From an optimization exercise on the open Yosys and OpenROAD flow, aimed at small area, a short achievable clock period and few clock cycles per item; shortcuts taken in it are not production practice. Where RTL was checked, it was by simulation tests only, not by an equivalence proof against the original. Function not checked in run 1: the RTL went through the layout flow alone. No activity file was given, so power comes from the tool's default toggle rates.

## flow/design.v (module list and top-level ports; edited modules follow where they fit)
// module tone_planner: 1194 lines
module tone_planner (
    input  wire        clk,
    input  wire        rst,
    input  wire        in_valid,
    output wire        in_ready,
    input  wire        in_is_note,
    input  wire [7:0]  in_note,
    input  wire [15:0] in_freq,
    input  wire [15:0] in_dur,
    input  wire [7:0]  in_vol,
    output wire        out_valid,
    input  wire        out_ready,
    output wire [15:0] out_freq,
    output wire        out_pre,
    output wire [15:0] out_top,
    output wire [15:0] out_duty,
    output wire [15:0] out_timeout,
    output wire        out_fault
);
  // ...
==> flow/run.sh <==
#!/bin/bash
# synth_recipe.tcl (not shown) runs the flow's synth.tcl, then flattens the netlist and writes it again
# the make line also repeats each setting of config.mk as NAME=value (left out here)
make -C /OpenROAD-flow-scripts/flow DESIGN_CONFIG=/design/flow/config.mk WORK_HOME=/design/flow/orfs CLKGATE_MAP_FILE= SYNTH_SCRIPT=/design/flow/synth_recipe.tcl finish
==> flow/config.mk <==
export PLATFORM = sky130hd
export DESIGN_NAME = tone_planner
export DESIGN_NICKNAME = tone_planner
export VERILOG_FILES = /design/flow/design.v
export SDC_FILE = /design/flow/constraint.sdc
export NUM_CORES = 4
export LEC_CHECK = 0
export CAP_MARGIN = 20
export CORE_MARGIN = 2
export CORE_UTILIZATION = 40
export SLEW_MARGIN = 20
==> flow/constraint.sdc <==
create_clock -name core_clock -period 12.0 [get_ports {clk}]
set_input_delay 2.4000 -clock core_clock [delete_from_list [all_inputs] [get_ports {clk}]]
set_output_delay 2.4000 -clock core_clock [all_outputs]
set_load 0.01 [all_outputs]
==> notes.md, run 1 <==
max layer used met4; CTS resizes 0; status finished clean; largest net degree at the start of global routing 161; biggest area consumer among synthesized cells edfxtp_1; multi-input logic area 31900 µm²; non-clock buffer count 162; RR Endpoint o_duty[0]; Pint roughly 0.012 W; Final Hold Fails 0; Comb pwr share 54.1%; CTS Root Cell clkbuf_16; Core Util, Final 44.8%; DR iter-0 viols 2623; WHS Endpoint s2_hq[3]; clock-pin slew on the worst setup and hold paths 0.06 ns; CP required 9.60 ns; CP max FO 73; cells after synthesis 5992; Crit. Startpoint sk_empty; dpl ws between 7 and 8 ns; Clk power between 0.003 and 0.004 W; Sw Share between 40% and 50%; Worst Path Class, Setup reg2out; die width 406 µm
==> run 2: changes to the inputs <==
--- a/flow/design.v
+++ b/flow/design.v
@@ -18,17 +18,19 @@
     output wire        out_fault
 );
     reg        sk_empty;            
     reg        o_v;                 
     wire       sk_full = !sk_empty;
     wire       up = sk_empty;
     wire       o_en = !o_v || out_ready;
     reg  [10:0] v;
-    assign in_ready  = sk_empty;
+    reg        ir;                  
+    reg        sel;                 
+    assign in_ready  = ir;
     assign out_valid = o_v;
     always @(posedge clk) begin
         if (rst) v <= 0;
         else if (up) v <= {v[9:0], in_valid};
     end
     reg        s0_isn, s0_sil;
     reg [15:0] s0_x, s0_d;
     reg [3:0]  s0_vol;
@@ -165,109 +167,25 @@
         s1_r <= p1 ? (t1 ? 15'd152 : 15'd15) : (t1 ? 15'd1220 : 15'd122);
     end
     wire [15:0] a1_y = {s1_r, ((s1_p && s1_t) || (!s1_p && s1_t))};
     wire [16:0] a1_d = {1'b0, a1_y} - {2'b0, s1_f};
     wire        a1_q = !a1_d[16];
     wire [14:0] a1_r = a1_q ? a1_d[14:0] : a1_y[14:0];
     wire [16:0] f3_2 = {2'b0, s1_f} + {1'b0, s1_f, 1'b0};
     wire [5:0] h2_y = {{1'b0, s1_f[14:12]}, s1_f[11], s1_f[10]};
-    reg [1:0] h2_q; reg [3:0] h2_r;
-    always @* begin
-        case (h2_y)
-            6'd0: begin h2_q = 2'd0; h2_r = 4'd0; end
-            6'd1: begin h2_q = 2'd0; h2_r = 4'd1; end
-            6'd2: begin h2_q = 2'd0; h2_r = 4'd2; end
-            6'd3: begin h2_q = 2'd0; h2_r = 4'd3; end
-            6'd4: begin h2_q = 2'd0; h2_r = 4'd4; end
-            6'd5: begin h2_q = 2'd0; h2_r = 4'd5; end
-            6'd6: begin h2_q = 2'd0; h2_r = 4'd6; end
-            6'd7: begin h2_q = 2'd0; h2_r = 4'd7; end
-            6'd8: begin h2_q = 2'd0; h2_r = 4'd8; end
-            6'd9: begin h2_q = 2'd0; h2_r = 4'd9; end
-            6'd10: begin h2_q = 2'd1; h2_r = 4'd0; end
-            6'd11: begin h2_q = 2'd1; h2_r = 4'd1; end
-            6'd12: begin h2_q = 2'd1; h2_r = 4'd2; end
-            6'd13: begin h2_q = 2'd1; h2_r = 4'd3; end
-            6'd14: begin h2_q = 2'd1; h2_r = 4'd4; end
-            6'd15: begin h2_q = 2'd1; h2_r = 4'd5; end
-            6'd16: begin h2_q = 2'd1; h2_r = 4'd6; end
-            6'd17: begin h2_q = 2'd1; h2_r = 4'd7; end
-            6'd18: begin h2_q = 2'd1; h2_r = 4'd8; end
-            6'd19: begin h2_q = 2'd1; h2_r = 4'd9; end
-            6'd20: begin h2_q = 2'd2; h2_r = 4'd0; end
-            6'd21: begin h2_q = 2'd2; h2_r = 4'd1; end
-            6'd22: begin h2_q = 2'd2; h2_r = 4'd2; end
-            6'd23: begin h2_q = 2'd2; h2_r = 4'd3; end
-            6'd24: begin h2_q = 2'd2; h2_r = 4'd4; end
-            6'd25: begin h2_q = 2'd2; h2_r = 4'd5; end
-            6'd26: begin h2_q = 2'd2; h2_r = 4'd6; end
-            6'd27: begin h2_q = 2'd2; h2_r = 4'd7; end
-            6'd28: begin h2_q = 2'd2; h2_r = 4'd8; end
-            6'd29: begin h2_q = 2'd2; h2_r = 4'd9; end
-            6'd30: begin h2_q = 2'd3; h2_r = 4'd0; end
-            6'd31: begin h2_q = 2'd3; h2_r = 4'd1; end
-            6'd32: begin h2_q = 2'd3; h2_r = 4'd2; end
-            6'd33: begin h2_q = 2'd3; h2_r = 4'd3; end
-            6'd34: begin h2_q = 2'd3; h2_r = 4'd4; end
-            6'd35: begin h2_q = 2'd3; h2_r = 4'd5; end
-            6'd36: begin h2_q = 2'd3; h2_r = 4'd6; end
-            6'd37: begin h2_q = 2'd3; h2_r = 4'd7; end
-            6'd38: begin h2_q = 2'd3; h2_r = 4'd8; end
-            6'd39: begin h2_q = 2'd3; h2_r = 4'd9; end
-            default: begin h2_q = 2'd0; h2_r = 4'd0; end
-        endcase
-    end
+    wire h2_g1 = (h2_y >= 6'd10), h2_g2 = (h2_y >= 6'd20), h2_g3 = (h2_y >= 6'd30);
+    wire [5:0] h2_s = h2_g3 ? h2_y - 6'd30 : h2_g2 ? h2_y - 6'd20 : h2_g1 ? h2_y - 6'd10 : h2_y;
+    wire [3:0] h2_r = h2_s[3:0];
+    wire [1:0] h2_q = {h2_g2, h2_g3 | (h2_g1 & !h2_g2)};
     wire [5:0] h3_y = {h2_r, s1_f[9], s1_f[8]};
-    reg [1:0] h3_q; reg [3:0] h3_r;
-    always @* begin
-        case (h3_y)
-            6'd0: begin h3_q = 2'd0; h3_r = 4'd0; end
-            6'd1: begin h3_q = 2'd0; h3_r = 4'd1; end
-            6'd2: begin h3_q = 2'd0; h3_r = 4'd2; end
-            6'd3: begin h3_q = 2'd0; h3_r = 4'd3; end
-            6'd4: begin h3_q = 2'd0; h3_r = 4'd4; end
-            6'd5: begin h3_q = 2'd0; h3_r = 4'd5; end
-            6'd6: begin h3_q = 2'd0; h3_r = 4'd6; end
-            6'd7: begin h3_q = 2'd0; h3_r = 4'd7; end
-            6'd8: begin h3_q = 2'd0; h3_r = 4'd8; end
-            6'd9: begin h3_q = 2'd0; h3_r = 4'd9; end
-            6'd10: begin h3_q = 2'd1; h3_r = 4'd0; end
-            6'd11: begin h3_q = 2'd1; h3_r = 4'd1; end
-            6'd12: begin h3_q = 2'd1; h3_r = 4'd2; end
-            6'd13: begin h3_q = 2'd1; h3_r = 4'd3; end
-            6'd14: begin h3_q = 2'd1; h3_r = 4'd4; end
-            6'd15: begin h3_q = 2'd1; h3_r = 4'd5; end
-            6'd16: begin h3_q = 2'd1; h3_r = 4'd6; end
-            6'd17: begin h3_q = 2'd1; h3_r = 4'd7; end
-            6'd18: begin h3_q = 2'd1; h3_r = 4'd8; end
-            6'd19: begin h3_q = 2'd1; h3_r = 4'd9; end
-            6'd20: begin h3_q = 2'd2; h3_r = 4'd0; end
-            6'd21: begin h3_q = 2'd2; h3_r = 4'd1; end
-            6'd22: begin h3_q = 2'd2; h3_r = 4'd2; end
-            6'd23: begin h3_q = 2'd2; h3_r = 4'd3; end
-            6'd24: begin h3_q = 2'd2; h3_r = 4'd4; end
-            6'd25: begin h3_q = 2'd2; h3_r = 4'd5; end
-            6'd26: begin h3_q = 2'd2; h3_r = 4'd6; end
-            6'd27: begin h3_q = 2'd2; h3_r = 4'd7; end
-            6'd28: begin h3_q = 2'd2; h3_r = 4'd8; end
-            6'd29: begin h3_q = 2'd2; h3_r = 4'd9; end
-            6'd30: begin h3_q = 2'd3; h3_r = 4'd0; end
-            6'd31: begin h3_q = 2'd3; h3_r = 4'd1; end
-            6'd32: begin h3_q = 2'd3; h3_r = 4'd2; end
-            6'd33: begin h3_q = 2'd3; h3_r = 4'd3; end
-            6'd34: begin h3_q = 2'd3; h3_r = 4'd4; end
-            6'd35: begin h3_q = 2'd3; h3_r = 4'd5; end
-            6'd36: begin h3_q = 2'd3; h3_r = 4'd6; end
-            6'd37: begin h3_q = 2'd3; h3_r = 4'd7; end
-            6'd38: begin h3_q = 2'd3; h3_r = 4'd8; end
-            6'd39: begin h3_q = 2'd3; h3_r = 4'd9; end
-            default: begin h3_q = 2'd0; h3_r = 4'd0; end
-        endcase
-    end
+    wire h3_g1 = (h3_y >= 6'd10), h3_g2 = (h3_y >= 6'd20), h3_g3 = (h3_y >= 6'd30);
+    wire [5:0] h3_s = h3_g3 ? h3_y - 6'd30 : h3_g2 ? h3_y - 6'd20 : h3_g1 ? h3_y - 6'd10 : h3_y;
+    wire [3:0] h3_r = h3_s[3:0];
+    wire [1:0] h3_q = {h3_g2, h3_g3 | (h3_g1 & !h3_g2)};
     reg [14:0] s2_f;
     reg s2_t;
     reg s2_p;
     reg [3:0] s2_vol;
     reg [15:0] s2_d;
     reg [14:0] s2_r;
     reg [16:0] s2_f3;
     reg s2_q;
@@ -288,109 +206,25 @@
     wire [16:0] b4_y = {s2_r, ((s2_p && !s2_t)), ((!s2_p && s2_t))};
     wire [17:0] b4_d1 = {1'b0, b4_y} - {3'b0, s2_f};
     wire [17:0] b4_d2 = {1'b0, b4_y} - {2'b0, s2_f, 1'b0};
     wire [17:0] b4_d3 = {1'b0, b4_y} - {1'b0, s2_f3};
     wire b4_g1 = !b4_d1[17], b4_g2 = !b4_d2[17], b4_g3 = !b4_d3[17];
     wire [14:0] b4_r = b4_g3 ? b4_d3[14:0] : b4_g2 ? b4_d2[14:0] : b4_g1 ? b4_d1[14:0] : b4_y[14:0];
     wire [1:0] b4_q = {b4_g2, b4_g3 | (b4_g1 & !b4_g2)};
     wire [5:0] h5_y = {s2_hr, s2_f[7], s2_f[6]};
-    reg [1:0] h5_q; reg [3:0] h5_r;
-    always @* begin
-        case (h5_y)
-            6'd0: begin h5_q = 2'd0; h5_r = 4'd0; end
-            6'd1: begin h5_q = 2'd0; h5_r = 4'd1; end
-            6'd2: begin h5_q = 2'd0; h5_r = 4'd2; end
-            6'd3: begin h5_q = 2'd0; h5_r = 4'd3; end
-            6'd4: begin h5_q = 2'd0; h5_r = 4'd4; end
-            6'd5: begin h5_q = 2'd0; h5_r = 4'd5; end
-            6'd6: begin h5_q = 2'd0; h5_r = 4'd6; end
-            6'd7: begin h5_q = 2'd0; h5_r = 4'd7; end
-            6'd8: begin h5_q = 2'd0; h5_r = 4'd8; end
-            6'd9: begin h5_q = 2'd0; h5_r = 4'd9; end
-            6'd10: begin h5_q = 2'd1; h5_r = 4'd0; end
-            6'd11: begin h5_q = 2'd1; h5_r = 4'd1; end
-            6'd12: begin h5_q = 2'd1; h5_r = 4'd2; end
-            6'd13: begin h5_q = 2'd1; h5_r = 4'd3; end
-            6'd14: begin h5_q = 2'd1; h5_r = 4'd4; end
-            6'd15: begin h5_q = 2'd1; h5_r = 4'd5; end
-            6'd16: begin h5_q = 2'd1; h5_r = 4'd6; end
-            6'd17: begin h5_q = 2'd1; h5_r = 4'd7; end
-            6'd18: begin h5_q = 2'd1; h5_r = 4'd8; end
-            6'd19: begin h5_q = 2'd1; h5_r = 4'd9; end
-            6'd20: begin h5_q = 2'd2; h5_r = 4'd0; end
-            6'd21: begin h5_q = 2'd2; h5_r = 4'd1; end
-            6'd22: begin h5_q = 2'd2; h5_r = 4'd2; end
-            6'd23: begin h5_q = 2'd2; h5_r = 4'd3; end
-            6'd24: begin h5_q = 2'd2; h5_r = 4'd4; end
-            6'd25: begin h5_q = 2'd2; h5_r = 4'd5; end
-            6'd26: begin h5_q = 2'd2; h5_r = 4'd6; end
-            6'd27: begin h5_q = 2'd2; h5_r = 4'd7; end
-            6'd28: begin h5_q = 2'd2; h5_r = 4'd8; end
-            6'd29: begin h5_q = 2'd2; h5_r = 4'd9; end
-            6'd30: begin h5_q = 2'd3; h5_r = 4'd0; end
-            6'd31: begin h5_q = 2'd3; h5_r = 4'd1; end
-            6'd32: begin h5_q = 2'd3; h5_r = 4'd2; end
-            6'd33: begin h5_q = 2'd3; h5_r = 4'd3; end
-            6'd34: begin h5_q = 2'd3; h5_r = 4'd4; end
-            6'd35: begin h5_q = 2'd3; h5_r = 4'd5; end
-            6'd36: begin h5_q = 2'd3; h5_r = 4'd6; end
-            6'd37: begin h5_q = 2'd3; h5_r = 4'd7; end
-            6'd38: begin h5_q = 2'd3; h5_r = 4'd8; end
-            6'd39: begin h5_q = 2'd3; h5_r = 4'd9; end
-            default: begin h5_q = 2'd0; h5_r = 4'd0; end
-        endcase
-    end
+    wire h5_g1 = (h5_y >= 6'd10), h5_g2 = (h5_y >= 6'd20), h5_g3 = (h5_y >= 6'd30);
+    wire [5:0] h5_s = h5_g3 ? h5_y - 6'd30 : h5_g2 ? h5_y - 6'd20 : h5_g1 ? h5_y - 6'd10 : h5_y;
+    wire [3:0] h5_r = h5_s[3:0];
+    wire [1:0] h5_q = {h5_g2, h5_g3 | (h5_g1 & !h5_g2)};
     wire [5:0] h6_y = {h5_r, s2_f[5], s2_f[4]};
-    reg [1:0] h6_q; reg [3:0] h6_r;
-    always @* begin
-        case (h6_y)
-            6'd0: begin h6_q = 2'd0; h6_r = 4'd0; end
-            6'd1: begin h6_q = 2'd0; h6_r = 4'd1; end
-            6'd2: begin h6_q = 2'd0; h6_r = 4'd2; end
-            6'd3: begin h6_q = 2'd0; h6_r = 4'd3; end
-            6'd4: begin h6_q = 2'd0; h6_r = 4'd4; end
-            6'd5: begin h6_q = 2'd0; h6_r = 4'd5; end
-            6'd6: begin h6_q = 2'd0; h6_r = 4'd6; end
-            6'd7: begin h6_q = 2'd0; h6_r = 4'd7; end
-            6'd8: begin h6_q = 2'd0; h6_r = 4'd8; end
-            6'd9: begin h6_q = 2'd0; h6_r = 4'd9; end
-            6'd10: begin h6_q = 2'd1; h6_r = 4'd0; end
-            6'd11: begin h6_q = 2'd1; h6_r = 4'd1; end
-            6'd12: begin h6_q = 2'd1; h6_r = 4'd2; end
-            6'd13: begin h6_q = 2'd1; h6_r = 4'd3; end
-            6'd14: begin h6_q = 2'd1; h6_r = 4'd4; end
-            6'd15: begin h6_q = 2'd1; h6_r = 4'd5; end
-            6'd16: begin h6_q = 2'd1; h6_r = 4'd6; end
-            6'd17: begin h6_q = 2'd1; h6_r = 4'd7; end
-            6'd18: begin h6_q = 2'd1; h6_r = 4'd8; end
-            6'd19: begin h6_q = 2'd1; h6_r = 4'd9; end
-            6'd20: begin h6_q = 2'd2; h6_r = 4'd0; end
-            6'd21: begin h6_q = 2'd2; h6_r = 4'd1; end
-            6'd22: begin h6_q = 2'd2; h6_r = 4'd2; end
-            6'd23: begin h6_q = 2'd2; h6_r = 4'd3; end
-            6'd24: begin h6_q = 2'd2; h6_r = 4'd4; end
-            6'd25: begin h6_q = 2'd2; h6_r = 4'd5; end
-            6'd26: begin h6_q = 2'd2; h6_r = 4'd6; end
-            6'd27: begin h6_q = 2'd2; h6_r = 4'd7; end
-            6'd28: begin h6_q = 2'd2; h6_r = 4'd8; end
-            6'd29: begin h6_q = 2'd2; h6_r = 4'd9; end
-            6'd30: begin h6_q = 2'd3; h6_r = 4'd0; end
-            6'd31: begin h6_q = 2'd3; h6_r = 4'd1; end
-            6'd32: begin h6_q = 2'd3; h6_r = 4'd2; end
-            6'd33: begin h6_q = 2'd3; h6_r = 4'd3; end
-            6'd34: begin h6_q = 2'd3; h6_r = 4'd4; end
-            6'd35: begin h6_q = 2'd3; h6_r = 4'd5; end
-            6'd36: begin h6_q = 2'd3; h6_r = 4'd6; end
-            6'd37: begin h6_q = 2'd3; h6_r = 4'd7; end
-            6'd38: begin h6_q = 2'd3; h6_r = 4'd8; end
-            6'd39: begin h6_q = 2'd3; h6_r = 4'd9; end
-            default: begin h6_q = 2'd0; h6_r = 4'd0; end
-        endcase
-    end
+    wire h6_g1 = (h6_y >= 6'd10), h6_g2 = (h6_y >= 6'd20), h6_g3 = (h6_y >= 6'd30);
+    wire [5:0] h6_s = h6_g3 ? h6_y - 6'd30 : h6_g2 ? h6_y - 6'd20 : h6_g1 ? h6_y - 6'd10 : h6_y;
+    wire [3:0] h6_r = h6_s[3:0];
+    wire [1:0] h6_q = {h6_g2, h6_g3 | (h6_g1 & !h6_g2)};
     reg [14:0] s3_f;
     reg s3_t;
     reg s3_p;
     reg [3:0] s3_vol;
     reg [15:0] s3_d;
     reg [14:0] s3_r;
     reg [16:0] s3_f3;
     reg [2:0] s3_q;
@@ -411,109 +245,25 @@
     wire [16:0] b7_y = {s3_r, ((s3_p && s3_t) || (!s3_p && s3_t) || (!s3_p && !s3_t)), 1'b0};
     wire [17:0] b7_d1 = {1'b0, b7_y} - {3'b0, s3_f};
     wire [17:0] b7_d2 = {1'b0, b7_y} - {2'b0, s3_f, 1'b0};
     wire [17:0] b7_d3 = {1'b0, b7_y} - {1'b0, s3_f3};
     wire b7_g1 = !b7_d1[17], b7_g2 = !b7_d2[17], b7_g3 = !b7_d3[17];
     wire [14:0] b7_r = b7_g3 ? b7_d3[14:0] : b7_g2 ? b7_d2[14:0] : b7_g1 ? b7_d1[14:0] : b7_y[14:0];
     wire [1:0] b7_q = {b7_g2, b7_g3 | (b7_g1 & !b7_g2)};
     wire [5:0] h8_y = {s3_hr, s3_f[3], s3_f[2]};
-    reg [1:0] h8_q; reg [3:0] h8_r;
-    always @* begin
-        case (h8_y)
-            6'd0: begin h8_q = 2'd0; h8_r = 4'd0; end
-            6'd1: begin h8_q = 2'd0; h8_r = 4'd1; end
-            6'd2: begin h8_q = 2'd0; h8_r = 4'd2; end
-            6'd3: begin h8_q = 2'd0; h8_r = 4'd3; end
-            6'd4: begin h8_q = 2'd0; h8_r = 4'd4; end
-            6'd5: begin h8_q = 2'd0; h8_r = 4'd5; end
-            6'd6: begin h8_q = 2'd0; h8_r = 4'd6; end
-            6'd7: begin h8_q = 2'd0; h8_r = 4'd7; end
-            6'd8: begin h8_q = 2'd0; h8_r = 4'd8; end
-            6'd9: begin h8_q = 2'd0; h8_r = 4'd9; end
-            6'd10: begin h8_q = 2'd1; h8_r = 4'd0; end
-            6'd11: begin h8_q = 2'd1; h8_r = 4'd1; end
-            6'd12: begin h8_q = 2'd1; h8_r = 4'd2; end
-            6'd13: begin h8_q = 2'd1; h8_r = 4'd3; end
-            6'd14: begin h8_q = 2'd1; h8_r = 4'd4; end
-            6'd15: begin h8_q = 2'd1; h8_r = 4'd5; end
-            6'd16: begin h8_q = 2'd1; h8_r = 4'd6; end
-            6'd17: begin h8_q = 2'd1; h8_r = 4'd7; end
-            6'd18: begin h8_q = 2'd1; h8_r = 4'd8; end
-            6'd19: begin h8_q = 2'd1; h8_r = 4'd9; end
-            6'd20: begin h8_q = 2'd2; h8_r = 4'd0; end
-            6'd21: begin h8_q = 2'd2; h8_r = 4'd1; end
-            6'd22: begin h8_q = 2'd2; h8_r = 4'd2; end
-            6'd23: begin h8_q = 2'd2; h8_r = 4'd3; end
-            6'd24: begin h8_q = 2'd2; h8_r = 4'd4; end
-            6'd25: begin h8_q = 2'd2; h8_r = 4'd5; end
-            6'd26: begin h8_q = 2'd2; h8_r = 4'd6; end
-            6'd27: begin h8_q = 2'd2; h8_r = 4'd7; end
-            6'd28: begin h8_q = 2'd2; h8_r = 4'd8; end
-            6'd29: begin h8_q = 2'd2; h8_r = 4'd9; end
-            6'd30: begin h8_q = 2'd3; h8_r = 4'd0; end
-            6'd31: begin h8_q = 2'd3; h8_r = 4'd1; end
-            6'd32: begin h8_q = 2'd3; h8_r = 4'd2; end
-            6'd33: begin h8_q = 2'd3; h8_r = 4'd3; end
-            6'd34: begin h8_q = 2'd3; h8_r = 4'd4; end
-            6'd35: begin h8_q = 2'd3; h8_r = 4'd5; end
-            6'd36: begin h8_q = 2'd3; h8_r = 4'd6; end
-            6'd37: begin h8_q = 2'd3; h8_r = 4'd7; end
-            6'd38: begin h8_q = 2'd3; h8_r = 4'd8; end
-            6'd39: begin h8_q = 2'd3; h8_r = 4'd9; end
-            default: begin h8_q = 2'd0; h8_r = 4'd0; end
-        endcase
-    end
+    wire h8_g1 = (h8_y >= 6'd10), h8_g2 = (h8_y >= 6'd20), h8_g3 = (h8_y >= 6'd30);
+    wire [5:0] h8_s = h8_g3 ? h8_y - 6'd30 : h8_g2 ? h8_y - 6'd20 : h8_g1 ? h8_y - 6'd10 : h8_y;
+    wire [3:0] h8_r = h8_s[3:0];
+    wire [1:0] h8_q = {h8_g2, h8_g3 | (h8_g1 & !h8_g2)};
     wire [5:0] h9_y = {h8_r, s3_f[1], s3_f[0]};
-    reg [1:0] h9_q; reg [3:0] h9_r;
-    always @* begin
-        case (h9_y)
-            6'd0: begin h9_q = 2'd0; h9_r = 4'd0; end
-            6'd1: begin h9_q = 2'd0; h9_r = 4'd1; end
-            6'd2: begin h9_q = 2'd0; h9_r = 4'd2; end
-            6'd3: begin h9_q = 2'd0; h9_r = 4'd3; end
-            6'd4: begin h9_q = 2'd0; h9_r = 4'd4; end
-            6'd5: begin h9_q = 2'd0; h9_r = 4'd5; end
-            6'd6: begin h9_q = 2'd0; h9_r = 4'd6; end
-            6'd7: begin h9_q = 2'd0; h9_r = 4'd7; end
-            6'd8: begin h9_q = 2'd0; h9_r = 4'd8; end
-            6'd9: begin h9_q = 2'd0; h9_r = 4'd9; end
-            6'd10: begin h9_q = 2'd1; h9_r = 4'd0; end
-            6'd11: begin h9_q = 2'd1; h9_r = 4'd1; end
-            6'd12: begin h9_q = 2'd1; h9_r = 4'd2; end
-            6'd13: begin h9_q = 2'd1; h9_r = 4'd3; end
-            6'd14: begin h9_q = 2'd1; h9_r = 4'd4; end
-            6'd15: begin h9_q = 2'd1; h9_r = 4'd5; end
-            6'd16: begin h9_q = 2'd1; h9_r = 4'd6; end
-            6'd17: begin h9_q = 2'd1; h9_r = 4'd7; end
-            6'd18: begin h9_q = 2'd1; h9_r = 4'd8; end
-            6'd19: begin h9_q = 2'd1; h9_r = 4'd9; end
-            6'd20: begin h9_q = 2'd2; h9_r = 4'd0; end
-            6'd21: begin h9_q = 2'd2; h9_r = 4'd1; end
-            6'd22: begin h9_q = 2'd2; h9_r = 4'd2; end
-            6'd23: begin h9_q = 2'd2; h9_r = 4'd3; end
-            6'd24: begin h9_q = 2'd2; h9_r = 4'd4; end
-            6'd25: begin h9_q = 2'd2; h9_r = 4'd5; end
-            6'd26: begin h9_q = 2'd2; h9_r = 4'd6; end
-            6'd27: begin h9_q = 2'd2; h9_r = 4'd7; end
-            6'd28: begin h9_q = 2'd2; h9_r = 4'd8; end
-            6'd29: begin h9_q = 2'd2; h9_r = 4'd9; end
-            6'd30: begin h9_q = 2'd3; h9_r = 4'd0; end
-            6'd31: begin h9_q = 2'd3; h9_r = 4'd1; end
-            6'd32: begin h9_q = 2'd3; h9_r = 4'd2; end
-            6'd33: begin h9_q = 2'd3; h9_r = 4'd3; end
-            6'd34: begin h9_q = 2'd3; h9_r = 4'd4; end
-            6'd35: begin h9_q = 2'd3; h9_r = 4'd5; end
-            6'd36: begin h9_q = 2'd3; h9_r = 4'd6; end
-            6'd37: begin h9_q = 2'd3; h9_r = 4'd7; end
-            6'd38: begin h9_q = 2'd3; h9_r = 4'd8; end
-            6'd39: begin h9_q = 2'd3; h9_r = 4'd9; end
-            default: begin h9_q = 2'd0; h9_r = 4'd0; end
-        endcase
-    end
+    wire h9_g1 = (h9_y >= 6'd10), h9_g2 = (h9_y >= 6'd20), h9_g3 = (h9_y >= 6'd30);
+    wire [5:0] h9_s = h9_g3 ? h9_y - 6'd30 : h9_g2 ? h9_y - 6'd20 : h9_g1 ? h9_y - 6'd10 : h9_y;
+    wire [3:0] h9_r = h9_s[3:0];
+    wire [1:0] h9_q = {h9_g2, h9_g3 | (h9_g1 & !h9_g2)};
     wire [13:0] g4 = s3_t ? {2'b0, {{s3_hq, h8_q}, h9_q}} : s3_f[13:0];
     wire        gi4 = s3_t && (h9_r >= 4'd5);
     reg [14:0] s4_f;
     reg s4_t;
     reg s4_p;
     reg [3:0] s4_vol;
     reg [15:0] s4_d;
     reg [14:0] s4_r;
@@ -1150,38 +900,40 @@
     reg k_t;
     reg k_p;
     reg [3:0] k_vol;
     reg [15:0] k_q;
     reg k_flt;
     reg [15:0] k_tq;
     reg k_c;
     always @(posedge clk) begin
+        ir  <= rst || o_en || (ir && !v[10]);
+        sel <= rst || o_en || (sel && !v[10]);
         if (rst) sk_empty <= 1'b1;
         else if (!sk_empty) sk_empty <= o_en;
         else sk_empty <= o_en || !v[10];
         if (!sk_full && !o_en) begin
             k_f <= s10_f;
             k_t <= s10_t;
             k_p <= s10_p;
             k_vol <= s10_vol;
             k_q <= s10_q;
             k_flt <= s10_flt;
             k_tq <= s10_tq;
             k_c <= s10_c;
         end
     end
-    wire [14:0] x_f = sk_full ? k_f : s10_f;
-    wire x_t = sk_full ? k_t : s10_t;
-    wire x_p = sk_full ? k_p : s10_p;
-    wire [3:0] x_vol = sk_full ? k_vol : s10_vol;
-    wire [15:0] x_q = sk_full ? k_q : s10_q;
-    wire x_flt = sk_full ? k_flt : s10_flt;
-    wire [15:0] x_tq = sk_full ? k_tq : s10_tq;
-    wire x_c = sk_full ? k_c : s10_c;
+    wire [14:0] x_f = sel ? s10_f : k_f;
+    wire x_t = sel ? s10_t : k_t;
+    wire x_p = sel ? s10_p : k_p;
+    wire [3:0] x_vol = sel ? s10_vol : k_vol;
+    wire [15:0] x_q = sel ? s10_q : k_q;
+    wire x_flt = sel ? s10_flt : k_flt;
+    wire [15:0] x_tq = sel ? s10_tq : k_tq;
+    wire x_c = sel ? s10_c : k_c;
     wire [15:0] top = x_q + {15'd0, x_c};
     wire [4:0]  dsh = 5'd16 - {1'b0, x_vol};
     wire [15:0] duty = top >> dsh;
     reg [15:0] o_freq, o_top, o_duty, o_to; reg o_pre, o_flt;
     always @(posedge clk) begin
         if (rst) o_v <= 1'b0;
         else if (o_en) o_v <= sk_full || v[10];
         if (o_en) begin
==> run 2 against run 1 <==
  * Non-clock buffer count down 4
  * Clock skew down 0.015 ns
  * Final cell count down 2.4%
  * Die area down 1.9%
  * Critical path depth up 11
  * Total power down 1.2%
  * Final area down 1.7%
  * Sequential power about the same
  * Clock-buffer cell count down 2
  * Critical path type is now reg2reg
  * Largest cell class unchanged
  * Largest power group unchanged
==> notes.md, run 2 <==
Via Count 42.8k (was 43.9k); nets 6790 (was 6899); final setup vio count 0 (unchanged); synth unique cells 104 (was 114); crit path max-delay cell type xnor2_1 (was buf_4); hold_sp s8_q[3] (was h2_q[1]); CP cell instances ha_1 -> a211o_2 -> o221ai_1 -> o31ai_1 -> xnor2_1 -> ha_1 -> nand2_1 -> nand3_1 -> nand3_1 -> a21oi_1 -> inv_1 -> and3_1 -> a221o_2 (was buf_4 -> clkdlybuf4s50_1); clock sink count 989 (was 995); Startpoint Class flip-flop (unchanged); simple-gate share of the synthesized area 11.5% (was 11.6%); skew final 0.0274 ns (was 0.0421 ns); GRT Overall Usage 17.1% (was 17.2%); adder-cell area share of the yosys netlist 17.0% (was 16.6%); dominant synthesized flop cell edfxtp_1 (unchanged); final worst path period need 4.54 ns (was 5.27 ns); Synth area leaders edfxtp_1, ha_1, fa_1 (unchanged); RR Endpoint s8_tr[1] (was o_duty[0]); IO Count 121 (unchanged); HPWL Detailed 104 mm (was 107 mm); reg2reg path depth 13 (was 15); Final period util 37.8% (was 43.9%); Syn Area/Cell 10.8 µm² (about the same); Pwr Density 295 nW/µm² (was 294 nW/µm²); post-synthesis xor/xnor area fraction 3.89% (was 4.05%); grt met2 use 29.0% (was 30.0%); vias in the first global route 43.4k (was 43.9k); die width 403 µm (was 406 µm); Worst Tran Pin Value 1.01 ns (was 1.05 ns); post-synthesis mux area share 2.23% (was 2.95%); per-cell routed wire length 17.0 µm (about the same); initial antenna violation count 0 (was 4); design area 70800 µm² (was 72000 µm²); mapped cell area 63500 µm² (was 64800 µm²); syn_nets 6658 (was 6784); RSZ-0062 raised after global routing false (unchanged); Rows 146 (was 147); first-pass GRT wire length 227 mm (was 230 mm); Overflow after GRT 0 (unchanged); slowest cell delay on critical path 0.61 ns (was 0.75 ns); DR iter-0 viols 2542 (was 2623); CTS resizes 0 (unchanged); clock-pin slew on the worst setup and hold paths 0.06 ns (about the same); top-count cell post-synth edfxtp_1 (unchanged); met3 usage 2.47% (was 2.00%); Port Buf Inserts 120 (unchanged); share of Yosys cell area claimed by the top area cell type 46.0% (was 45.2%); biggest regs s5_pa: 29 flops, s5_pb: 29 flops, s3_f3: 17 flops (was s5_pa: 29 flops, s5_pb: 29 flops); Slew Limit Fails 0 (unchanged); CP required 12.47 ns (was 9.60 ns); Seq/Total Area, Yosys 46.5% (was 45.8%); DRC viols 0 (unchanged); Setup crit end kind flip-flop (was primary output); WP depth 13 (was 2); Peak Freq 220 MHz (was 190 MHz); largest net degree at the start of global routing 171 (was 161); Inst Count DP 7948 (was 8153); worst setup margin 7.46 ns (was 6.73 ns); biggest area consumer among synthesized cells edfxtp_1 (unchanged); r2r startpoint s7_tx[9] (was sk_empty); Area Growth Syn to Fin 11.5% (was 11.2%); H-tree depth 3 (unchanged); layout cells sized above 1 5.49% (was 6.20%); cells after synthesis 5859 (was 5992); Seq. cell area 29600 µm² (was 29700 µm²); Final Routed Wirelength 139 mm (was 142 mm); setup repair bufs after CTS 0 (unchanged); Sum Neg Setup Slack 0 ns (unchanged); busiest grt layer met2 (unchanged); r2r setup slk 7.46 ns (was 7.43 ns); GR met1 Demand/Resource 22.8% (was 22.0%); Slew headroom 31.0% (was 29.3%); #FFs+latches synth 989 (was 995); Vias/cell 5.25 (about the same); Antenna Nets Post-Route 0 (unchanged); Synth Area in Compound Gates 13.6% (was 14.0%); chip height 403 µm (was 406 µm); Final Hold Fails 0 (unchanged); Worst Hold Class reg2reg (unchanged); worst skew pair latency 0.73 ns (about the same); Synth Warn # 1 (unchanged); core outline area 158000 µm² (was 161000 µm²); global placer's final weighted congestion 0.901 (was 0.872); most common library cells after synthesis edfxtp_1, inv_1, ha_1 (unchanged); CP Buf/Inv Count 1 (was 2); DP Area 67100 µm² (was 68400 µm²); dpl ws 7.47 ns (was 7.18 ns); Starting Density 40.2% (was 40.3%); TritonCTS clock tree built (unchanged); multi-input logic area 30700 µm² (was 31900 µm²); Filler cells 14.7k (was 15.0k); Top delay family on crit path compound AO/OA/AOI/OAI gates (was buffers and inverters); CTS Root Cell clkbuf_16 (unchanged); Inserted Diodes 0 (was 3); Post-CTS Hold Fix Bufs 0 (unchanged); Hold Path Stages 0 (unchanged); largest family of logic cells by synthesized area adder cells (unchanged); CP max FO 8 (was 73); Critical Path AT 5.01 ns (was 2.87 ns); Finished Layout Cells 8156 (was 8358); number of flops mapped to enable cells by yosys 974 (was 976); Inserted Clock Buffers 112 (unchanged); Worst Path Class, Setup reg2reg (was reg2out); most frequent cells in the layout edfxtp_1, inv_1, ha_1, nand2_1, nor2_1 (unchanged); DRT Pass-1 Iters 6 (unchanged); FFs w/ async S/R, synth 0% (unchanged); status finished clean (unchanged); Max-Cap Viols 0 (unchanged); leakage power 29.5 nW (was 29.6 nW); die area 162000 µm² (was 165000 µm²); CTS max path bufs 3 (unchanged); WHS Endpoint s9_q[5] (was s2_hq[3]); commonest non-fill, non-tap cell in the layout edfxtp_1 (unchanged); peak supply drop 0.000150 V (was 0.000142 V)
==> run 2: cell count changes after synthesis, moves of 14 or more <==
cell      previous run  this run
mux2i_1            107        81
nand3_1            109        92
xor2_1             126       108
o221ai_1            27        47
nor2_1             410       375
inv_1              691       739
a21boi_0            34        50
a21oi_1            362       336
o21ai_1             24         7
o21ai_0            292       344
mux2_2              71        54
nor3_1             103        82
a32oi_1              6        20
==> run 2: how the worst max path moves through the flow <==
stage / from / endpoint / slack, ns
after floorplan: sk_empty / k_c / 2.34
after global placement: s3_t / s4_r[14] / 6.94
after detailed placement: s3_t / s4_r[9] / 7.47
after CTS: s3_t / s4_r[9] / 7.44
after global routing: s3_t / s4_r[1] / 6.82
final: s7_tx[9] / s8_tr[1] / 7.46
==> run 2: area by class of cell <==
class | instances | share of cell area, %
inverter | 741 | 3.93
timing repair buffer | 158 | 2.14
clock inverter | 72 | 0.997
clock buffer | 135 | 4.17
sequential | 989 | 41.7
tap | 2072 | 3.66
multi-input combinational | 3989 | 43.4
==> run 2: where the power goes <==
group	internal [W]	switching [W]
Combinational	0.00482	0.00629
Clock	0.00199	0.00140
Sequential	0.00552	0.000889
==> run 2: cell families after synthesis <==
logic type / after synthesis
AND/OR/NAND/NOR: 1489
AO/OA/AOI/OAI: 1336
flip-flops: 989
buffers and inverters: 881
adder cells (fa/ha/maj): 746
XOR/XNOR: 282
multiplexers: 135
other: 1
==> run 2: worst reg2reg max path: stages, from the launching register on <==
cell and delay [ns]:
edfxtp_1 0.49, ha_1 0.30, a211o_2 0.34, o221ai_1 0.58, o31ai_1 0.34, xnor2_1 0.61, ha_1 0.30, nand2_1 0.08
nand3_1 0.08, nand3_1 0.08, a21oi_1 0.37, inv_1 0.21, and3_1 0.22, a221o_2 0.29
==> run 2: metrics by stage <==
step | utilization, % | hold WS, ns | total power (W)
floorplan | - | 0.400 | 0.0146
global placement | 42.5 | 0.400 | 0.0173
detailed placement | 42.5 | 0.405 | 0.0176
CTS | 44.8 | 0.408 | 0.0211
global route | 44.8 | 0.418 | 0.0229
finish | 44.8 | 0.409 | 0.0209
==> run 2: layer usage <==
layer / wire length [µm] / share of wire [%]
met3: 5160 / 3.7
met4: 3610 / 2.6
met5: 0 / 0
met2: 66400 / 48
met1: 63700 / 46
Testbench counts of run 2, summed over its fixed seeds: cycles 3,296, items 3,200.

[port drivers added, routing unchanged]
Ports are ideal in the flow. The routed layouts listed here were re-timed in OpenROAD. Step 1 sets driving cells, clkbuf_16 on the clock port and buf_2 on the other inputs (assumed; they add their load-dependent delay and slew). Step 2, shift: input delay + t, output delay - t, t = (earliest + latest rising clock arrival at the registers) / 2. This alone moves slack from input paths to output paths. Three values: no drivers, after step 1, after step 2; two values: the first two.
run | shift t [ns] | setup WS [ns] | hold slack, ns | worst register clock-pin slew, ns
run 1 | 0.797 | 6.729 / 6.644 / 7.276 | 0.404 / 0.404 / 0.404 | 0.07 / 0.07
run 2 | 0.789 | 7.459 / 7.459 / 7.459 | 0.409 / 0.409 / 0.409 | 0.06 / 0.06
After both steps setup and hold are still met in every run listed.
